Source: an optimization exercise on an open RTL-to-GDS flow (aim: a short achievable clock period and few clock cycles). Production flows keep margins and buffers that such runs may drop. In this exercise RTL edits were held to simulation tests only and were not proved equivalent to the original. Power figures rest on the tool's default switching activity, not on a simulated workload.

==> flow/design.v <==
module belt_core (
    input  wire        clk,
    input  wire        rst,
    output reg         mem_req,
    output reg         mem_we,
    output reg  [15:0] mem_addr,
    output reg  [15:0] mem_wdata,
    input  wire        mem_ready,
    input  wire [15:0] mem_rdata,
    output wire        halted,
    output wire [1:0]  result,
    output wire [15:0] pc_o,
    output wire [15:0] sp_o
);
    localparam [3:0] S_FETCH0 = 4'd0,
                     S_FETCH1 = 4'd1,
                     S_EXEC   = 4'd2,
                     S_LOAD   = 4'd3,
                     S_STORE  = 4'd4,
                     S_CALL   = 4'd5,
                     S_RET    = 4'd6,
                     S_DIV    = 4'd7,
                     S_HALT   = 4'd8,
                     S_MUL    = 4'd9;
    localparam [1:0] RES_STOP = 2'd2,
                     RES_FAIL = 2'd3;
    reg [3:0]  state;
    reg [15:0] pc;
    reg [15:0] sp;
    reg [15:0] ir0;
    reg [15:0] ir1;
    reg [15:0] belt [0:15];
    reg [4:0]  cnt;
    reg [1:0]  res_code;
    reg [15:0] maddr;
    reg [15:0] mdata;
    reg [16:0] div_rem;
    reg [15:0] div_quo;
    reg [15:0] mul_a, mul_b;
    assign halted = (state == S_HALT);
    assign result = res_code;
    assign pc_o   = pc;
    assign sp_o   = sp;
    wire [3:0] op_main = ir0[15:12];
    wire [3:0] op_sub  = ir0[11:8];
    wire [3:0] op1     = ir0[7:4];
    wire [3:0] op2     = ir0[3:0];
    reg dec_valid;
    always @* begin
        case (op_main)
            4'd1:    dec_valid = (op_sub < 4'd3)  && (op2 == 4'd0);
            4'd2:    dec_valid = (op_sub < 4'd4)  && (op1 == 4'd0) && (op2 == 4'd0);
            4'd3:    dec_valid = (op_sub < 4'd3);
            4'd4:    dec_valid = (op_sub < 4'd10);
            4'd5:    dec_valid = (op_sub < 4'd3);
            4'd6:    dec_valid = (op_sub < 4'd3)  && (op2 == 4'd0);
            4'd7:    dec_valid = (op_sub < 4'd3)  && (op1 == 4'd0) && (op2 == 4'd0);
            default: dec_valid = 1'b0;
        endcase
    end
    wire [15:0] x = belt[op1];
    wire [15:0] y = belt[op2];
    wire [15:0] pc_plus1 = pc + 16'd1;
    wire [15:0] pc_plus2 = pc + 16'd2;
    reg [15:0] alu_out;
    always @* begin
        alu_out = 16'd0;
        case (op_main)
            4'd1: case (op_sub)
                      4'd0:    alu_out = x & ir1;
                      4'd1:    alu_out = x | ir1;
                      default: alu_out = x ^ ir1;
                  endcase
            4'd2: alu_out = ir1;
            4'd3: alu_out = (op_sub == 4'd0) ? (x << op2) : (x >> op2);
            4'd4: case (op_sub)
                      4'd0:    alu_out = x + y;
                      4'd1:    alu_out = x - y;
                      4'd4:    alu_out = x & y;
                      4'd5:    alu_out = x | y;
                      4'd6:    alu_out = x ^ y;
                      4'd7:    alu_out = x << y[3:0];
                      default: alu_out = x >> y[3:0];
                  endcase
            default: alu_out = 16'd0;
        endcase
    end
    reg br_taken;
    always @* begin
        case (op_sub)
            4'd0:    br_taken = (x <  y);
            4'd1:    br_taken = (x <= y);
            default: br_taken = (x == y);
        endcase
    end
    wire [16:0] div_shift = {div_rem[15:0], div_quo[15]};
    wire [16:0] div_trial = div_shift - {1'b0, y};
    wire        div_ge    = ~div_trial[16];
    wire [4:0]  ret_pos   = cnt + {1'b0, op2};
    always @* begin
        mem_req   = 1'b0;
        mem_we    = 1'b0;
        mem_addr  = 16'd0;
        mem_wdata = 16'd0;
        case (state)
            S_FETCH0: begin mem_req = 1'b1; mem_addr = pc; end
            S_FETCH1: begin mem_req = 1'b1; mem_addr = pc_plus1; end
            S_LOAD:   begin mem_req = 1'b1; mem_addr = maddr; end
            S_STORE:  begin mem_req = 1'b1; mem_we = 1'b1; mem_addr = maddr; mem_wdata = mdata; end
            S_CALL:   begin mem_req = 1'b1; mem_we = 1'b1; mem_addr = sp; mem_wdata = belt[4'd15 - cnt[3:0]]; end
            S_RET:    begin mem_req = 1'b1; mem_addr = sp + 16'd1; end
            default:  ;
        endcase
    end
    task automatic push(input [15:0] v);
        integer i;
        begin
            for (i = 15; i > 0; i = i - 1)
                belt[i] <= belt[i-1];
            belt[0] <= v;
        end
    endtask
    integer k;
    always @(posedge clk) begin
        if (rst) begin
            state    <= S_FETCH0;
            pc       <= 16'h0000;
            sp       <= 16'hFFFF;
            ir0      <= 16'd0;
            ir1      <= 16'd0;
            cnt      <= 5'd0;
            res_code <= 2'd0;
            maddr    <= 16'd0;
            mdata    <= 16'd0;
            div_rem  <= 17'd0;
            div_quo  <= 16'd0;
            for (k = 0; k < 16; k = k + 1)
                belt[k] <= 16'd0;
        end else begin
            case (state)
                S_FETCH0: if (mem_ready) begin
                    ir0   <= mem_rdata;
                    state <= S_FETCH1;
                end
                S_FETCH1: if (mem_ready) begin
                    ir1   <= mem_rdata;
                    state <= S_EXEC;
                end
                S_EXEC: begin
                    state <= S_FETCH0;
                    if (!dec_valid) begin
                        res_code <= RES_STOP;
                        state    <= S_HALT;
                    end else begin
                        case (op_main)
                            4'd1: begin
                                push(alu_out);
                                pc <= pc_plus2;
                            end
                            4'd2: case (op_sub)
                                4'd0: begin             
                                    maddr <= ir1;
                                    pc    <= pc_plus2;
                                    state <= S_LOAD;
                                end
                                4'd1: begin             
                                    push(alu_out);
                                    pc <= pc_plus2;
                                end
                                4'd2: begin             
                                    cnt   <= 5'd0;
                                    pc    <= ir1;
                                    state <= S_CALL;
                                end
                                default: pc <= ir1;     
                            endcase
                            4'd3: begin
                                if (op_sub == 4'd2) begin    
                                    cnt   <= 5'd0;
                                    state <= S_RET;
                                end else begin
                                    push(alu_out);
                                    pc <= pc_plus1;
                                end
                            end
                            4'd4: begin
                                if (op_sub == 4'd3) begin           
                                    if (y == 16'd0) begin
                                        res_code <= RES_FAIL;
                                        state    <= S_HALT;
                                    end else begin
                                        div_rem <= 17'd0;
                                        div_quo <= x;
                                        cnt     <= 5'd0;
                                        pc      <= pc_plus1;
                                        state   <= S_DIV;
                                    end
                                end else if (op_sub == 4'd2) begin  
                                    mul_a <= x;
                                    mul_b <= y;
                                    pc    <= pc_plus1;
                                    state <= S_MUL;
                                end else if (op_sub == 4'd9) begin  
                                    maddr <= y;
                                    mdata <= x;
                                    pc    <= pc_plus1;
                                    state <= S_STORE;
                                end else begin
                                    push(alu_out);
                                    pc <= pc_plus1;
                                end
                            end
                            4'd5: pc <= br_taken ? ir1 : pc_plus2;
                            4'd6: case (op_sub)
                                4'd0: begin             
                                    maddr <= x;
                                    pc    <= pc_plus1;
                                    state <= S_LOAD;
                                end
                                4'd1: pc <= x;          
                                default: begin          
                                    maddr <= sp;
                                    mdata <= x;
                                    sp    <= sp - 16'd1;
                                    pc    <= pc_plus1;
                                    state <= S_STORE;
                                end
                            endcase
                            default: case (op_sub)      
                                4'd0: pc <= pc_plus1;   
                                4'd1: begin             
                                    maddr <= sp + 16'd1;
                                    sp    <= sp + 16'd1;
                                    pc    <= pc_plus1;
                                    state <= S_LOAD;
                                end
                                default: begin          
                                    res_code <= RES_STOP;
                                    state    <= S_HALT;
                                end
                            endcase
                        endcase
                    end
                end
                S_MUL: begin
                    push(mul_a * mul_b);
                    state <= S_FETCH0;
                end
                S_LOAD: if (mem_ready) begin
                    push(mem_rdata);
                    state <= S_FETCH0;
                end
                S_STORE: if (mem_ready) begin
                    state <= S_FETCH0;
                end
                S_CALL: if (mem_ready) begin
                    sp  <= sp - 16'd1;
                    cnt <= cnt + 5'd1;
                    if (cnt == 5'd15)
                        state <= S_FETCH0;
                end
                S_RET: if (mem_ready) begin
                    sp  <= sp + 16'd1;
                    cnt <= cnt + 5'd1;
                    if (cnt == 5'd16) begin
                        pc    <= mem_rdata;
                        state <= S_FETCH0;
                    end else if (ret_pos < 5'd16) begin
                        belt[ret_pos[3:0]] <= mem_rdata;
                    end
                end
                S_DIV: begin
                    div_rem <= div_ge ? div_trial : div_shift;
                    div_quo <= {div_quo[14:0], div_ge};
                    cnt     <= cnt + 5'd1;
                    if (cnt == 5'd15) begin
                        push({div_quo[14:0], div_ge});
                        state <= S_FETCH0;
                    end
                end
                default: ;   
            endcase
        end
    end
endmodule
export LEC_CHECK = 0
export CAP_MARGIN = 20
export CORE_MARGIN = 2
export CORE_UTILIZATION = 40
export PLACE_DENSITY = 0.6
export SETUP_SLACK_MARGIN = 5
export SLEW_MARGIN = 20
create_clock -name core_clock -period 10.0 [get_ports {clk}]
run.sh (not shown) runs the stock make flow with config.mk's settings and CLKGATE_MAP_FILE= SYNTH_SCRIPT=/design/flow/synth_recipe.tcl, a recipe that flattens the netlist after the stock synthesis.
Testbench counts at the start, summed over its fixed seeds: cycles 300,847.
Change:
--- a/flow/design.v
+++ b/flow/design.v
@@ -18,12 +18,11 @@
                      S_LOAD   = 4'd3,
                      S_STORE  = 4'd4,
                      S_CALL   = 4'd5,
                      S_RET    = 4'd6,
                      S_DIV    = 4'd7,
-                     S_HALT   = 4'd8,
-                     S_MUL    = 4'd9;
+                     S_HALT   = 4'd8;
     localparam [1:0] RES_STOP = 2'd2,
                      RES_FAIL = 2'd3;
     reg [3:0]  state;
     reg [15:0] pc;
     reg [15:0] sp;
@@ -34,11 +33,10 @@
     reg [1:0]  res_code;
     reg [15:0] maddr;
     reg [15:0] mdata;
     reg [16:0] div_rem;
     reg [15:0] div_quo;
-    reg [15:0] mul_a, mul_b;
     assign halted = (state == S_HALT);
     assign result = res_code;
     assign pc_o   = pc;
     assign sp_o   = sp;
     wire [3:0] op_main = ir0[15:12];
@@ -74,10 +72,11 @@
             4'd2: alu_out = ir1;
             4'd3: alu_out = (op_sub == 4'd0) ? (x << op2) : (x >> op2);
             4'd4: case (op_sub)
                       4'd0:    alu_out = x + y;
                       4'd1:    alu_out = x - y;
+                      4'd2:    alu_out = x * y;
                       4'd4:    alu_out = x & y;
                       4'd5:    alu_out = x | y;
                       4'd6:    alu_out = x ^ y;
                       4'd7:    alu_out = x << y[3:0];
                       default: alu_out = x >> y[3:0];
@@ -193,15 +192,10 @@
                                         div_quo <= x;
                                         cnt     <= 5'd0;
                                         pc      <= pc_plus1;
                                         state   <= S_DIV;
                                     end
-                                end else if (op_sub == 4'd2) begin  
-                                    mul_a <= x;
-                                    mul_b <= y;
-                                    pc    <= pc_plus1;
-                                    state <= S_MUL;
                                 end else if (op_sub == 4'd9) begin  
                                     maddr <= y;
                                     mdata <= x;
                                     pc    <= pc_plus1;
                                     state <= S_STORE;
@@ -239,14 +233,10 @@
                                     state    <= S_HALT;
                                 end
                             endcase
                         endcase
                     end
-                end
-                S_MUL: begin
-                    push(mul_a * mul_b);
-                    state <= S_FETCH0;
                 end
                 S_LOAD: if (mem_ready) begin
                     push(mem_rdata);
                     state <= S_FETCH0;
                 end
Effect: Setup slack got worse by 1.4 ns. Total power goes up by roughly a tenth. Count of clock-buffer cells in the layout goes down by 7. Global-route usage goes up by 0.45 points. Wire length goes down slightly. Hold slack got worse by 0.029 ns.
Testbench counts after the change, summed over its fixed seeds: cycles 299,971.

## port drivers added, routing unchanged
No port has a modelled driver above. Below, the same layouts with a new extraction and two added sets of constraints. Step 1: set_driving_cell puts a clkbuf_16 on clk and a buf_2 on each other input, an assumption about the parent block. Step 2 adds t to the input delays and takes it off the output delays; t is the mean of the earliest and latest rising clock arrival at the registers after step 1. Input paths then give back, and output paths get back, about the clock's delay inside the block. a / b / c = ideal ports / drivers / drivers and shift; a / b = the first two.
run	shift t [ns]	slack for setup (ns)	worst setup path at the end	latest minus earliest clock arrival (ns)	worst register clock-pin slew, ns
the first run	0.723	4.443 / 4.443 / 4.194	input to register	0.046 / 0.046	0.07 / 0.07
the second run	0.703	2.998 / 2.998 / 2.998	register to register	0.052 / 0.051	0.07 / 0.07
After both steps setup and hold are still met in every run listed. For the first run, which loses most, drivers alone change the setup slack by 0.000 ns; drivers and shift together by -0.249 ns.
